This design comes from an exercise in tuning for small area on the open sky130 flow, not from production work. In this exercise RTL edits were held to simulation tests only and were not proved equivalent to the original. Power and IR drop assume default switching activity.

<file path="flow/design.v">
module topo_discovery (
    input  wire          clk,
    input  wire          rst,
    input  wire [15:0]   now,
    input  wire          hw_valid,
    input  wire [7:0]    hw_len,
    input  wire [23:0]   hw_data,
    input  wire          hr_valid,
    output reg  [7:0]    hr_data,
    output reg           sel_n,
    output reg           xf_valid,
    output reg  [4:0]    xf_len,
    output reg  [71:0]   xf_tx,
    input  wire [71:0]   xf_rx,
    output reg           irq_n
);
    localparam integer MAX_NODES    = 8;
    localparam integer QCAP         = 16;
    localparam [7:0]   DEFAULT_MASK = 8'h03;
    localparam [15:0]  T_PRE        = 16'd10;
    localparam [15:0]  T_POST       = 16'd20;
    localparam [15:0]  T_PACE       = 16'd50;
    localparam [15:0]  T_DEADLINE   = 16'd50;
    localparam [15:0]  T_FAULT      = 16'd1000;
    localparam [7:0]   SENTINEL     = 8'h00;
    localparam [15:0]  TICK_ENG     = 16'd1;
    localparam [15:0]  TICK_BRG     = 16'd1;
    localparam [7:0] CMD_REQ_COUNT   = 8'h03;
    localparam [7:0] CMD_SET_MASK    = 8'h05;
    localparam [7:0] CMD_REQ_SENSORS = 8'h06;
    localparam [7:0] CMD_ACTIVE_ON   = 8'h09;
    localparam [7:0] CMD_ACTIVE_OFF  = 8'h0A;
    localparam [3:0] E_ENUM_READY  = 4'd0;
    localparam [3:0] E_ENUM_PRE    = 4'd1;
    localparam [3:0] E_ENUM_POST   = 4'd2;
    localparam [3:0] E_ENUM_UPDATE = 4'd3;
    localparam [3:0] E_PACE        = 4'd4;
    localparam [3:0] E_READY       = 4'd5;
    localparam [3:0] E_PRE         = 4'd6;
    localparam [3:0] E_POST        = 4'd7;
    localparam [3:0] E_UPDATE      = 4'd8;
    localparam [3:0] E_FAULT       = 4'd9;
    localparam [2:0] B_IDLE        = 3'd0;
    localparam [2:0] B_ACTIVE      = 3'd1;
    localparam [2:0] B_AWAIT       = 3'd2;
    localparam [2:0] B_AVAIL       = 3'd3;
    localparam integer NEV = 8 * MAX_NODES;    
    reg [3:0]   eng_state;
    reg [4:0]   k;
    reg [4:0]   n_nodes;
    reg [63:0]  mask;           
    reg [63:0]  status;         
    reg [71:0]  rx;             
    reg [15:0]  eng_dl;
    reg [15:0]  pace_dl;
    reg [15:0]  eng_gate_last;
    reg [127:0] q_mem;          
    reg [3:0]   q_head;
    reg [3:0]   q_tail;
    reg [4:0]   q_count;
    reg [2:0]   br_state;
    reg         active;
    reg         armed;
    reg [7:0]   reply;
    reg [15:0]  br_dl;
    reg [15:0]  br_gate_last;
    function expired;
        input [15:0] t_now;
        input [15:0] dl;
        reg   [15:0] diff;
        begin
            diff    = t_now - dl;
            expired = ~diff[15];
        end
    endfunction
    wire [15:0] eng_gate_diff = now - eng_gate_last;
    wire [15:0] br_gate_diff  = now - br_gate_last;
    wire        eng_open      = (eng_gate_diff >= TICK_ENG);
    wire        br_open       = (br_gate_diff  >= TICK_BRG);
    reg [NEV-1:0] ev_hit;        
    reg [7:0]     ev_byte [0:NEV-1];
    reg [7:0]     ev_pos  [0:NEV-1];    
    reg [7:0]     ev_total;
    reg [4:0]     q_free;
    reg [4:0]     n_push;
    reg [127:0]   push_mem;      
    reg [3:0]     push_tail;
    reg [4:0]     push_count;
    integer c, e, ni, ch;
    reg [3:0] off;
    reg [7:0] wdata;
    reg       wen;
    always @* begin
        for (ni = 0; ni < MAX_NODES; ni = ni + 1) begin
            for (ch = 0; ch < 8; ch = ch + 1) begin
                ev_hit[8*ni+ch]  = (ni < n_nodes) &&
                                   (status[8*ni+ch] != rx[8*ni+ch]);
                ev_byte[8*ni+ch] = {rx[8*ni+ch], ni[3:0], ch[2:0]};
            end
        end
        ev_total = 8'd0;
        for (c = 0; c < NEV; c = c + 1) begin
            ev_pos[c] = ev_total;
            if (ev_hit[c])
                ev_total = ev_total + 8'd1;
        end
        q_free = QCAP[4:0] - q_count;
        if (ev_total > {3'b000, q_free})
            n_push = q_free;
        else
            n_push = ev_total[4:0];
        push_mem = q_mem;
        for (e = 0; e < QCAP; e = e + 1) begin
            off   = e[3:0] - q_tail;
            wen   = ({1'b0, off} < n_push);
            wdata = 8'h00;
            for (c = 0; c < NEV; c = c + 1)
                if (ev_hit[c] && ev_pos[c] == {4'b0000, off})
                    wdata = wdata | ev_byte[c];
            if (wen)
                push_mem[8*e +: 8] = wdata;
        end
        push_tail  = q_tail + n_push[3:0];
        push_count = q_count + n_push;
    end
    reg [3:0]   eng_state_n;
    reg [4:0]   k_n;
    reg [4:0]   n_nodes_n;
    reg [63:0]  mask_n;
    reg [63:0]  status_n;
    reg [71:0]  rx_n;
    reg [15:0]  eng_dl_n;
    reg [15:0]  pace_dl_n;
    reg [15:0]  eng_gate_last_n;
    reg         sel_n_n;
    reg         xf_valid_n;
    reg [4:0]   xf_len_n;
    reg [71:0]  xf_tx_n;
    reg [127:0] q_mem_n;
    reg [3:0]   q_head_n;
    reg [3:0]   q_tail_n;
    reg [4:0]   q_count_n;
    reg [2:0]   br_state_n;
    reg         active_n;
    reg         armed_n;
    reg [7:0]   reply_n;
    reg [15:0]  br_dl_n;
    reg [15:0]  br_gate_last_n;
    reg         irq_n_n;
    reg [7:0]   hr_data_n;
    reg [7:0]   cmd;
    reg [7:0]   node_arg;
    reg [7:0]   last_rx;
    reg         q_empty;
    integer     i;
    always @* begin
        eng_state_n     = eng_state;
        k_n             = k;
        n_nodes_n       = n_nodes;
        mask_n          = mask;
        status_n        = status;
        rx_n            = rx;
        eng_dl_n        = eng_dl;
        pace_dl_n       = pace_dl;
        eng_gate_last_n = eng_gate_last;
        sel_n_n         = sel_n;
        xf_valid_n      = 1'b0;
        xf_len_n        = xf_len;
        xf_tx_n         = xf_tx;
        q_mem_n         = q_mem;
        q_head_n        = q_head;
        q_tail_n        = q_tail;
        q_count_n       = q_count;
        br_state_n      = br_state;
        active_n        = active;
        armed_n         = armed;
        reply_n         = reply;
        br_dl_n         = br_dl;
        br_gate_last_n  = br_gate_last;
        irq_n_n         = irq_n;
        hr_data_n       = hr_data;
        last_rx  = 8'h00;
        cmd      = hw_data[7:0];
        node_arg = hw_data[15:8];
        if (hw_valid) begin
            if (cmd == CMD_REQ_COUNT && hw_len >= 8'd1) begin
                if (!active_n) begin
                    reply_n = {3'b000, n_nodes};
                    armed_n = 1'b1;
                end
            end else if (cmd == CMD_SET_MASK && hw_len >= 8'd3) begin
                if (node_arg < MAX_NODES)
                    mask_n[8*node_arg[2:0] +: 8] = hw_data[23:16];
            end else if (cmd == CMD_REQ_SENSORS && hw_len >= 8'd2) begin
                if (!active_n && node_arg < MAX_NODES) begin
                    reply_n = status[8*node_arg[2:0] +: 8];
                    armed_n = 1'b1;
                end
            end else if (cmd == CMD_ACTIVE_ON && hw_len >= 8'd1) begin
                active_n = 1'b1;
            end else if (cmd == CMD_ACTIVE_OFF && hw_len >= 8'd1) begin
                active_n = 1'b0;
            end
        end
        if (hr_valid) begin
            hr_data_n = reply_n;
            armed_n   = 1'b0;
            br_dl_n   = now + T_DEADLINE;
            if (q_count == 5'd0)
                irq_n_n = 1'b1;
        end
        if (eng_open) begin
            eng_gate_last_n = now;
            case (eng_state)
                E_ENUM_READY: begin
                    sel_n_n     = 1'b0;
                    eng_dl_n    = now + T_PRE;
                    eng_state_n = E_ENUM_PRE;
                end
                E_ENUM_PRE: begin
                    if (expired(now, eng_dl)) begin
                        rx_n        = xf_rx;
                        xf_valid_n  = 1'b1;
                        xf_len_n    = k;
                        xf_tx_n     = 72'd0;
                        sel_n_n     = 1'b1;
                        eng_dl_n    = now + T_POST;
                        eng_state_n = E_ENUM_POST;
                    end
                end
                E_ENUM_POST: begin
                    if (expired(now, eng_dl))
                        eng_state_n = E_ENUM_UPDATE;
                end
                E_ENUM_UPDATE: begin
                    last_rx = rx[8*(k-5'd1) +: 8];
                    if (last_rx == 8'h00) begin
                        if (k == 5'd1) begin
                            sel_n_n     = 1'b1;
                            eng_dl_n    = now + T_FAULT;
                            eng_state_n = E_FAULT;
                        end else begin
                            n_nodes_n = k - 5'd1;
                            for (i = 0; i < MAX_NODES; i = i + 1) begin
                                if (i < k - 5'd1) begin
                                    mask_n[8*i +: 8]   = DEFAULT_MASK;
                                    status_n[8*i +: 8] = rx[8*i +: 8];
                                end
                            end
                            pace_dl_n   = now + T_PACE;
                            eng_state_n = E_PACE;
                        end
                    end else if (k <= MAX_NODES) begin
                        k_n         = k + 5'd1;
                        eng_state_n = E_ENUM_READY;
                    end else begin
                        sel_n_n     = 1'b1;
                        eng_dl_n    = now + T_FAULT;
                        eng_state_n = E_FAULT;
                    end
                end
                E_PACE: begin
                    if (expired(now, pace_dl)) begin
                        pace_dl_n   = now + T_PACE;
                        eng_state_n = E_READY;
                    end
                end
                E_READY: begin
                    sel_n_n     = 1'b0;
                    eng_dl_n    = now + T_PRE;
                    eng_state_n = E_PRE;
                end
                E_PRE: begin
                    if (expired(now, eng_dl)) begin
                        rx_n        = xf_rx;
                        xf_valid_n  = 1'b1;
                        xf_len_n    = n_nodes;
                        xf_tx_n     = {8'h00, mask_n};
                        sel_n_n     = 1'b1;
                        eng_dl_n    = now + T_POST;
                        eng_state_n = E_POST;
                    end
                end
                E_POST: begin
                    if (expired(now, eng_dl))
                        eng_state_n = E_UPDATE;
                end
                E_UPDATE: begin
                    for (i = 0; i < MAX_NODES; i = i + 1)
                        if (i < n_nodes)
                            status_n[8*i +: 8] = rx[8*i +: 8];
                    q_mem_n     = push_mem;
                    q_tail_n    = push_tail;
                    q_count_n   = push_count;
                    eng_state_n = E_PACE;
                end
                E_FAULT: begin
                    if (expired(now, eng_dl))
                        eng_dl_n = now + T_FAULT;
                end
                default: begin
                    sel_n_n     = 1'b1;
                    eng_dl_n    = now + T_FAULT;
                    eng_state_n = E_FAULT;
                end
            endcase
        end
        q_empty = (q_count_n == 5'd0);
        if (br_open) begin
            br_gate_last_n = now;
            case (br_state)
                B_IDLE: begin
                    if (active_n) begin
                        br_state_n = B_ACTIVE;
                    end else if (armed_n) begin
                        br_dl_n    = now + T_DEADLINE;
                        br_state_n = B_AWAIT;
                    end
                end
                B_ACTIVE: begin
                    if (!active_n) begin
                        br_state_n = B_IDLE;
                    end else if (!q_empty) begin
                        reply_n    = q_mem_n[8*q_head_n +: 8];
                        q_head_n   = q_head_n + 4'd1;
                        q_count_n  = q_count_n - 5'd1;
                        armed_n    = 1'b1;
                        irq_n_n    = 1'b0;
                        br_dl_n    = now + T_DEADLINE;
                        br_state_n = B_AVAIL;
                    end
                end
                B_AWAIT: begin
                    if (expired(now, br_dl_n)) begin
                        armed_n    = 1'b0;
                        reply_n    = SENTINEL;
                        br_state_n = active_n ? B_ACTIVE : B_IDLE;
                    end
                end
                B_AVAIL: begin
                    if (expired(now, br_dl_n)) begin
                        armed_n    = 1'b0;
                        reply_n    = SENTINEL;
                        br_state_n = B_ACTIVE;
                    end else if (!armed_n && !q_empty) begin
                        reply_n    = q_mem_n[8*q_head_n +: 8];
                        q_head_n   = q_head_n + 4'd1;
                        q_count_n  = q_count_n - 5'd1;
                        armed_n    = 1'b1;
                        irq_n_n    = 1'b0;
                        br_dl_n    = now + T_DEADLINE;
                    end
                end
                default: ;   
            endcase
        end
    end
    always @(posedge clk) begin
        if (rst) begin
            eng_state     <= E_ENUM_READY;
            k             <= 5'd1;
            n_nodes       <= 5'd0;
            mask          <= {MAX_NODES{8'h00}};
            status        <= {MAX_NODES{8'hFF}};
            eng_dl        <= 16'd0;
            pace_dl       <= 16'd0;
            eng_gate_last <= now;
            sel_n         <= 1'b1;
            xf_valid      <= 1'b0;
            q_head        <= 4'd0;
            q_tail        <= 4'd0;
            q_count       <= 5'd0;
            br_state      <= B_IDLE;
            active        <= 1'b0;
            armed         <= 1'b0;
            reply         <= SENTINEL;
            br_dl         <= 16'd0;
            br_gate_last  <= now;
            irq_n         <= 1'b1;
        end else begin
            eng_state     <= eng_state_n;
            k             <= k_n;
            n_nodes       <= n_nodes_n;
            mask          <= mask_n;
            status        <= status_n;
            eng_dl        <= eng_dl_n;
            pace_dl       <= pace_dl_n;
            eng_gate_last <= eng_gate_last_n;
            sel_n         <= sel_n_n;
            xf_valid      <= xf_valid_n;
            q_head        <= q_head_n;
            q_tail        <= q_tail_n;
            q_count       <= q_count_n;
            br_state      <= br_state_n;
            active        <= active_n;
            armed         <= armed_n;
            reply         <= reply_n;
            br_dl         <= br_dl_n;
            br_gate_last  <= br_gate_last_n;
            irq_n         <= irq_n_n;
        end
    end
    always @(posedge clk) begin
        if (!rst) begin
            rx      <= rx_n;
            q_mem   <= q_mem_n;
            xf_len  <= xf_len_n;
            xf_tx   <= xf_tx_n;
            hr_data <= hr_data_n;
        end
    end
endmodule
</file>
<file path="flow/config.mk">
export PLATFORM = sky130hd
export DESIGN_NAME = topo_discovery
export DESIGN_NICKNAME = topo_discovery
export VERILOG_FILES = /design/flow/design.v
export SDC_FILE = /design/flow/constraint.sdc
export NUM_CORES = 4
export LEC_CHECK = 0
export CAP_MARGIN = 40
export CORE_MARGIN = 2
export CORE_UTILIZATION = 30
export PLACE_DENSITY = 0.5
export SLEW_MARGIN = 40
</file>
<file path="flow/run.sh">
#!/bin/bash
# synth_recipe.tcl (not shown) runs the flow's synth.tcl, then flattens the netlist and writes it again
# the make line also repeats each setting of config.mk as NAME=value (left out here)
make -C /OpenROAD-flow-scripts/flow DESIGN_CONFIG=/design/flow/config.mk WORK_HOME=/design/flow/orfs CLKGATE_MAP_FILE= SYNTH_SCRIPT=/design/flow/synth_recipe.tcl finish
</file>
<file path="flow/constraint.sdc">
create_clock -name core_clock -period 100.0 [get_ports {clk}]
set_input_delay 20.0000 -clock core_clock [delete_from_list [all_inputs] [get_ports {clk}]]
set_output_delay 20.0000 -clock core_clock [all_outputs]
set_load 0.01 [all_outputs]
</file>
==> run summary <==
[stage by stage]
stage / util (%) / worst slack, ns / area, um^2 / hold slack (ns) / power [mW]
2_1_floorplan: - / 46.38 / 75800 / 0.436 / 0.548
3_5_place_dp: 34.7 / 39.09 / 87100 / 0.459 / 0.787
4_1_cts: 35.6 / 38.87 / 89500 / 0.468 / 1.07
6_report: 35.9 / 37.94 / 90100 / 0.464 / 1.10
3_3_place_gp: 34.0 / 40.68 / 85500 / 0.446 / 0.778
5_1_grt: 35.8 / 34.09 / 89900 / 0.475 / 1.11
[routing by layer]
layer | GRT usage (%) | vias up
met2 | 72.2 | 7800
li1 | - | 37000
met4 | 43.6 | 52
met1 | 61.3 | 47100
met3 | 17.3 | 2172
met5 | 0.241 | -
[synth_stat cells (all sizes together) (70+ instances only)]
master / number
a211oi: 92
a21oi: 366
a221oi: 96
a22oi: 101
a31oi: 70
and2: 124
and3: 159
buf: 151
clkbuf: 337
dfxtp: 218
edfxtp: 309
ha: 205
inv: 399
mux2: 76
mux2i: 166
nand2: 1063
nand2b: 136
nand3: 377
nand4: 170
nor2: 1007
nor2b: 172
nor3: 352
nor3b: 90
nor4: 274
nor4b: 78
o211ai: 72
o21ai: 338
or3: 122
or4: 89
xnor2: 1339
xor2: 220
[registers in the layout (all words and copies together), names as in the netlist, 16 cells and up]
| signal | cells |
|---|---|
| eng_dl | 16 |
| pace_dl | 16 |
| eng_gate_last | 16 |
| q_mem | 128 |
| br_dl | 16 |
| mask | 64 |
| xf_tx | 64 |
| rx | 72 |
| status | 64 |
| br_gate_last | 16 |
[worst max-delay path: cells and delay by family (launching register included)]
kind / cells / cell delay (ns)
AO/OA/AOI/OAI: 72 / 20.03
XOR/XNOR: 3 / 0.81
adder cells (fa/ha/maj): 63 / 20.21
buffers and inverters: 43 / 4.98
flip-flops: 1 / 0.43
multiplexers: 11 / 3.99
AND/OR/NAND/NOR: 66 / 11.38
[cells by family (layout without fill, tap and decap cells)]
group           Yosys count  in the layout
simple gates           4505           4505
compound gates         1838           1838
xor+xnor               1639           1639
buf+inv                 894           1309
flops                   527            527
mux                     269            269
fa+ha+maj               215            215
other cells               1             92
[power groups by stage]
stage          sequential (mW)  clock (mW)  combinational [mW]
4_1_cts                  0.278       0.281               0.507
6_report                 0.279       0.279               0.537
3_3_place_gp             0.282           0               0.496
3_5_place_dp             0.282           0               0.505
5_1_grt                  0.280       0.288               0.541
2_1_floorplan            0.274           0               0.274
[area by class of cell]
cell class | count | area share, %
Multi-Input combinational cell | 8474 | 68.5
Sequential cell | 527 | 15.2
Timing Repair Buffer | 774 | 7.05
Tap cell | 3348 | 4.65
Clock buffer | 97 | 2.15
Inverter | 406 | 1.71
Clock inverter | 32 | 0.531
Antenna cell | 84 | 0.233
[how the worst min path moves through the flow]
stage,slack (ns),to,cells past startpoint
2_1_floorplan,0.44,pace_dl[3],2
3_3_place_gp,0.45,pace_dl[3],2
3_5_place_dp,0.46,pace_dl[5],2
4_1_cts,0.47,pace_dl[5],2
5_1_grt,0.47,pace_dl[11],2
6_report,0.46,pace_dl[5],2
==> flow_summary.toml <==
[global_route]
grtUsageTotal_pct = 51.0
antenna_found_initial = 141
grt_overflow_total = 0
grt_pass1_wl_mm = 867
grt_pass1_vias = 84700
grt_max_degree = 80

[critical_path]
crit_end = "reply[7]"
max_stage_delay_ns = 0.77
cpMostUsedCell = "ha_1"
rrSetupSlack_ns = 37.94
rr_worst_depth = 258
start_kind = "flip-flop"
cp.required_ns = 100.67
crit_path_top_delay_cell = "ha_1"
critical_path_class = "reg2reg"
startpoint = "n_nodes[4]"
worstReg2RegEnd = "reply[7]"
cp.arrival_ns = 62.73
setup.worst_path.end_class = "flip-flop"
r2r_start = "n_nodes[4]"
critPathMaxFanout = 31

[final_layout]
final_cell_mix = "xnor2_1 (1241), nand2_1 (1061), nor2_1 (967)"
num-nets-final = 10600
fill_cells = 26300
layout-drive-gt1-share_pct = 14.5
areaGrowthSynthToFinish_pct = 18.9
regArea_mm2 = 0.0137
multi_input_area_mm2 = 0.0617
final_cells = 13700
mostFrequentLayoutCell = "xnor2_1"

[die]
coreArea_mm2 = 0.251
start_util_pct = 30.1
ios = 212
die_area_mm2 = 0.256
die_x_um = 506
num_rows = 184
die_h_um = 506

[power_and_ir_drop]
p_per_area_mw_per_mm2 = 12.2
leakagePower_nw = 33.7
p_int_uw = 561
seq_power_share_pct = 25.5
p_comb_share_pct = 49.0
peakVddDrop_v = 0.0000145
clock_power_share_pct = 25.5
switching_share_pct = 48.8
p_sw_uw = 535

[placed_design]
dp_hpwl_mm = 575
routabilityCongestion = 1.22
io_buffers = 203
placed_cells = 13500

[status]
outcome = "finished clean"

[drt]
vias = 94100
wl_met2_mm = 274
route.met3.wl_mm = 79.1
wirelength_mm = 683
wl_per_cell_um = 49.7
drc = 0
drtIter0Drc = 15300
antenna_left = 0
drtPass1Iterations = 7
maxUsedRoutingLayer = "met5"
wl_met1_mm = 258
post_drt_via_cell_ratio = 6.85

[synthesis]
synthDistinctLibCells = 149
synthAdderAreaFrac_pct = 3.58
syn_avg_cell_area_um2 = 7.66
syn-instance-count = 9888
synthMuxAreaShare_pct = 4.21
synth_xor_area_share_pct = 21.5
yosys_register_bits = 527
synth_compound_area_share_pct = 17.3
yosysWarnings = 3
synth-edff-count = 309
yosys.area_share.simple_pct = 30.7
yosys-top-cells-area = "xnor2_1 (15%), edfxtp_1 (12%), dfxtp_1 (5.8%)"
synth_ff_type = "edfxtp_1"
seq_area_frac_synth_pct = 18.0
yosysTopAreaCellShare_pct = 14.9
syn-cell-area_mm2 = 0.0757
yosys.area.top_type = "xnor2_1"
synth_top_family_by_area = "simple AND/OR/NAND/NOR gates"
async_reset_ff_share_pct = 0

[clock_network]
cts_tree = "built"
clk_pin_slew_ns = 0.06
cts_buffers = 70
cts.repair.resized = 0
cts_root_buf = "clkbuf_16"
cts.sinks = 527
clk-insertion-delay-late_ns = 0.78
htree_levels = 3
clockBufferDepth = 3
post_cts_buffers = 0
cts_hold_buf = 0

[timing]
period_needed_ns = 62.06
rsz0062_at_grt = "false"
fmax_mhz = 16.1
relSlewSlack_pct = 20.1
setup_tns_ns = 0
slew_viol_final = 0
setup_viol = 0
tightest_slew_ns = 1.19
hold_viol = 0
fin_skew_ns = 0.0735
post-route-period-util_pct = 62.1

[worst_hold_path]
min_from = "pace_dl[5]"
hold_path_class = "reg2reg"

[flow_run]
maxCapViolCount = 0

re-timing with driven ports:
Ports are ideal in the flow. The routed layout listed here was re-timed in OpenROAD.
Step 1, drivers: a clkbuf_16 drives clk and a buf_2 each remaining input, both assumed.
Step 2 adds t to the input delays and takes it off the output delays; t is the mean of the earliest and latest rising clock arrival at the registers after step 1. Input paths then give back, and output paths get back, about the clock's delay inside the block.
Three values: no drivers, after step 1, after step 2; two values: the first two.
shift t [ns]: 0.853
setup WS [ns]: 37.938 / 37.938 / 37.938
worst hold slack (ns): 0.464 / 0.464 / 0.464
After both steps this run still meets setup and hold. For this run, drivers alone change the setup slack by 0.000 ns; drivers and shift together by 0.000 ns.
